This is an optimization exercise on Yosys and OpenROAD, whose aim is small area, a short achievable clock period and few clock cycles per item, not a production implementation.
The RTL was checked by simulation tests, not by an equivalence proof against the original design.
Power is estimated from default activity; no workload was simulated.

before:
==> module ptouch_rle, before the edit <==
module ptouch_rle (
    input  wire       clk,
    input  wire       rst,         
    input  wire       in_valid,
    output reg        in_ready,
    input  wire [7:0] in_data,
    input  wire       in_last,
    output reg        out_valid,
    input  wire       out_ready,
    output reg  [7:0] out_data,
    output reg        out_last
);
    localparam QA = 5;          
    localparam QW = 3;          
    localparam W0 = 4;          
    wire in_fire = in_valid && in_ready;
    reg [1023:0] ring;
    always @(posedge clk)
        ring <= {ring[1015:0], in_ready ? in_data : ring[1023:1016]};
    reg  [6:0] ph;           
    reg  [8:0] dst;          
    reg        fire_d;
    reg       n_v, n_l, n_e, c_v, c_l;
    reg       run;
    reg [7:0] cnt;
    reg [9:0]    q [0:QA-1];
    reg [9:0]    hq;
    reg [QW-1:0] q_wp, q_rp;
    reg [QW:0]   q_cnt;
    wire       cls   = c_v && (c_l || n_v) && (q_cnt != QA + 1);
    wire       shift = cls || !c_v;
    wire       eqx   = !c_l && n_e;          
    wire [7:0] cnx   = cnt + (run ? 8'hff : 8'h01);   
    reg       push;
    reg [9:0] push_d;
    always @(*) begin
        push   = 1'b0;
        push_d = {run, cnx, c_l};
        if (cls) begin
            if (run)
                push = c_l || !eqx || cnt == 8'd3;           
            else if (eqx) begin
                push   = (cnt != 8'hff);                     
                push_d = {1'b0, cnt, 1'b0};
            end else
                push = c_l || cnt == 8'd125;                 
        end
    end
    reg       busy, b_run, b_last;
    reg [7:0] rm;            
    reg [6:0] sel;           
    wire       q_ne = (q_cnt != 0);
    wire       a_ne = (q_cnt > 1);
    wire       oload = !out_valid || out_ready;
    wire       pop  = oload && !busy && q_ne;
    wire       dok  = oload && busy && sel[6:5] == 2'b00;
    wire [255:0] win  = ring[8*W0 +: 256];
    wire [7:0]   rdat = win[{sel[4:0], 3'b000} +: 8];
    wire       p_v = pop || dok;
    wire [7:0] p_d = pop ? hq[8:1] : rdat;
    wire       p_l = dok && b_last && (b_run || rm[6:0] == 7'd0);
    reg        dok_d, run_d;
    wire [8:0] radj = !dok_d ? 9'd0 : run_d ? {1'b1, rm} : 9'h1ff;
    wire [6:0] sel1 = sel + 7'd1;
    wire [6:0] sel2 = sel + 7'd1 + hq[7:1];
    wire open_run_only = run && !busy && !q_ne;
    wire resync = !c_v && !n_v && !busy && !q_ne && (run || cnt == 8'hff);
    wire q_ok   = (q_cnt < QA) || (q_cnt == QA && (!push || pop))
                               || (pop && !push);
    wire lt128  = !dst[8] && !dst[7];
    wire lt127  = lt128 && dst[6:0] != 7'h7f;
    wire lt126  = lt128 && dst[6:1] != 6'h3f;
    wire rdy0   = (resync || ph == 7'd127) && (open_run_only || (fire_d ? lt127 : lt128)) && q_ok;
    wire rdy1   = (open_run_only || (fire_d ? lt126 : lt127)) && q_ok;
    always @(posedge clk) begin
        if (rst) begin
            ph <= 7'd0;
            dst <= 9'd0;
            fire_d <= 1'b0;
            in_ready <= 1'b0;
            n_v <= 1'b0; c_v <= 1'b0; n_l <= 1'b0; c_l <= 1'b0;
            run <= 1'b0; cnt <= 8'hff;
            q_wp <= 0; q_rp <= 0; q_cnt <= 0;
            busy <= 1'b0; b_run <= 1'b0; b_last <= 1'b0; rm <= 8'd0;
            sel <= 7'd127 - W0;
            dok_d <= 1'b0; run_d <= 1'b0;
            out_valid <= 1'b0; out_data <= 8'd0; out_last <= 1'b0;
        end else begin
            if (in_fire)     ph <= ph;
            else if (resync) ph <= 7'd0;
            else             ph <= ph + 7'd1;
            dst      <= dst + radj + {8'd0, fire_d};
            fire_d   <= in_fire;
            in_ready <= in_fire ? rdy1 : rdy0;
            if (shift) begin
                c_v <= n_v; c_l <= n_l;
                n_v <= in_fire;
            end else if (in_fire) begin
                n_v <= 1'b1;
            end
            if (in_ready) begin
                n_l <= in_last;
                n_e <= (in_data == ring[7:0]);
            end
            if (cls) begin
                if (run) begin
                    if (push) begin run <= 1'b0; cnt <= 8'hff; end
                    else cnt <= cnx;
                end else if (eqx) begin
                    run <= 1'b1;
                    cnt <= 8'd0;
                end else begin
                    cnt <= push ? 8'hff : cnx;
                end
            end
            if (pop) begin
                if (a_ne) begin
                    hq   <= q[q_rp];
                    q_rp <= (q_rp == QA - 1) ? {QW{1'b0}} : q_rp + 1'b1;
                end else if (push) begin
                    hq   <= push_d;
                end
            end else if (push && !q_ne) begin
                hq <= push_d;
            end
            if (push && q_ne && (a_ne || !pop)) begin
                q[q_wp] <= push_d;
                q_wp    <= (q_wp == QA - 1) ? {QW{1'b0}} : q_wp + 1'b1;
            end
            q_cnt <= q_cnt + {{QW{1'b0}}, push} - {{QW{1'b0}}, pop};
            if (resync && !in_fire)  sel <= 7'd127 - W0;
            else if (dok)            sel <= sel;
            else if (pop && hq[9])   sel <= sel2;
            else                     sel <= sel1;
            dok_d <= dok;
            run_d <= b_run;
            if (pop) begin
                busy   <= 1'b1;
                b_run  <= hq[9];
                b_last <= hq[0];
                rm     <= hq[8:1];
            end else if (dok) begin
                if (b_run || rm[6:0] == 7'd0) busy <= 1'b0;
                rm <= rm - 8'd1;
            end
            if (oload) begin
                out_valid <= p_v; out_data <= p_d; out_last <= p_l;
            end
        end
    end
endmodule
clock: 8.0 ns
lec_check: 0
abc_clock_period_in_ps: 2500
cap_margin: 20
core_margin: 2
core_utilization: 65
cts_cluster_diameter: 100
cts_cluster_size: 30
slew_margin: 20
standard.sh (not shown) runs the stock make flow with config.mk's settings and CLKGATE_MAP_FILE= SYNTH_SCRIPT=/design/flow/synth_recipe.tcl, a recipe that flattens the netlist after the stock synthesis.
==> flow/flow/run.sh <==
#!/bin/bash
# Layout: the standard ORFS flow (standard.sh, synthesis included,
# unchanged) with two settings added on make's command line:
#  - buffer_ports inserts buf_2 cells as the port buffers (every input and
#    output port still gets its buffer);
set -euo pipefail
MARGIN=${MARGIN:-5.4}
bash standard.sh "BUFFER_PORTS_ARGS=-buffer_cell sky130_fd_sc_hd__buf_2" \
    "SETUP_SLACK_MARGIN=${MARGIN}" finish > make.log 2>&1
Testbench counts of before, summed over its fixed seeds: cycles 178,658, items 176,050.
The following lists how after was set up differently from before:
--- a/flow/design.v
+++ b/flow/design.v
@@ -112,22 +112,18 @@
                 end else begin
                     cnt <= push ? 8'hff : cnx;
                 end
             end
-            if (pop) begin
-                if (a_ne) begin
-                    hq   <= q[q_rp];
-                    q_rp <= (q_rp == QA - 1) ? {QW{1'b0}} : q_rp + 1'b1;
-                end else if (push) begin
-                    hq   <= push_d;
-                end
-            end else if (push && !q_ne) begin
-                hq <= push_d;
+            if (pop && a_ne) begin
+                hq   <= q[q_rp];
+                q_rp <= (q_rp == QA - 1) ? {QW{1'b0}} : q_rp + 1'b1;
+            end else if (pop || !q_ne) begin
+                hq   <= push_d;
             end
-            if (push && q_ne && (a_ne || !pop)) begin
+            if (q_cnt != QA + 1)
                 q[q_wp] <= push_d;
-                q_wp    <= (q_wp == QA - 1) ? {QW{1'b0}} : q_wp + 1'b1;
-            end
+            if (push && q_ne && (a_ne || !pop))
+                q_wp <= (q_wp == QA - 1) ? {QW{1'b0}} : q_wp + 1'b1;
             q_cnt <= q_cnt + {{QW{1'b0}}, push} - {{QW{1'b0}}, pop};
             if (resync && !in_fire)  sel <= 7'd127 - W0;
             else if (dok)            sel <= sel;
             else if (pop && hq[9])   sel <= sel2;
==> comparison <==
- [after vs before] HPWL after detailed placement: higher in after
- A critical path startpoint of out_ready is what before shows, while out_data[5] belongs to after.
- In terms of floorplan die area, after and before differ only marginally.
- Route | after vs before | wire shorter in after
- For height of the die, before and after come out practically identical.
- after ends up with lower count of buffers added by post-CTS timing repair for setup than before does.
- From before to after the numbers moved as follows: final cell count without fillers shows a reduction of 30; overall power of the completed layout comparable.
Testbench counts of after, summed over its fixed seeds: cycles 178,658, items 176,050.

## separate check: timing with driven ports
The results above use ideal ports. As a check the final layouts listed here were re-extracted and re-timed, cells and wires unchanged. Step 1 assumes that a clkbuf_16 drives the clock port and a buf_2 every other input. Step 2, shift: input delay + t, output delay - t, t = (earliest + latest rising clock arrival at the registers) / 2. This alone moves slack from input paths to output paths. Three values: ideal, step 1, step 2; two values: the first two.
run | t (ns) | slack for setup (ns) | hold slack, ns | cell pins on the clock port's net
before | 0.660 | 5.178 / 5.196 / 4.536 | 0.320 / 0.320 / 0.320 | 1
after | 0.661 | 5.263 / 5.206 / 4.813 | 0.323 / 0.323 / 0.323 | 1
After both steps setup and hold are still met in every run listed. The setup slack of before, which loses most, moves by +0.018 ns with the drivers and by -0.642 ns with both steps.
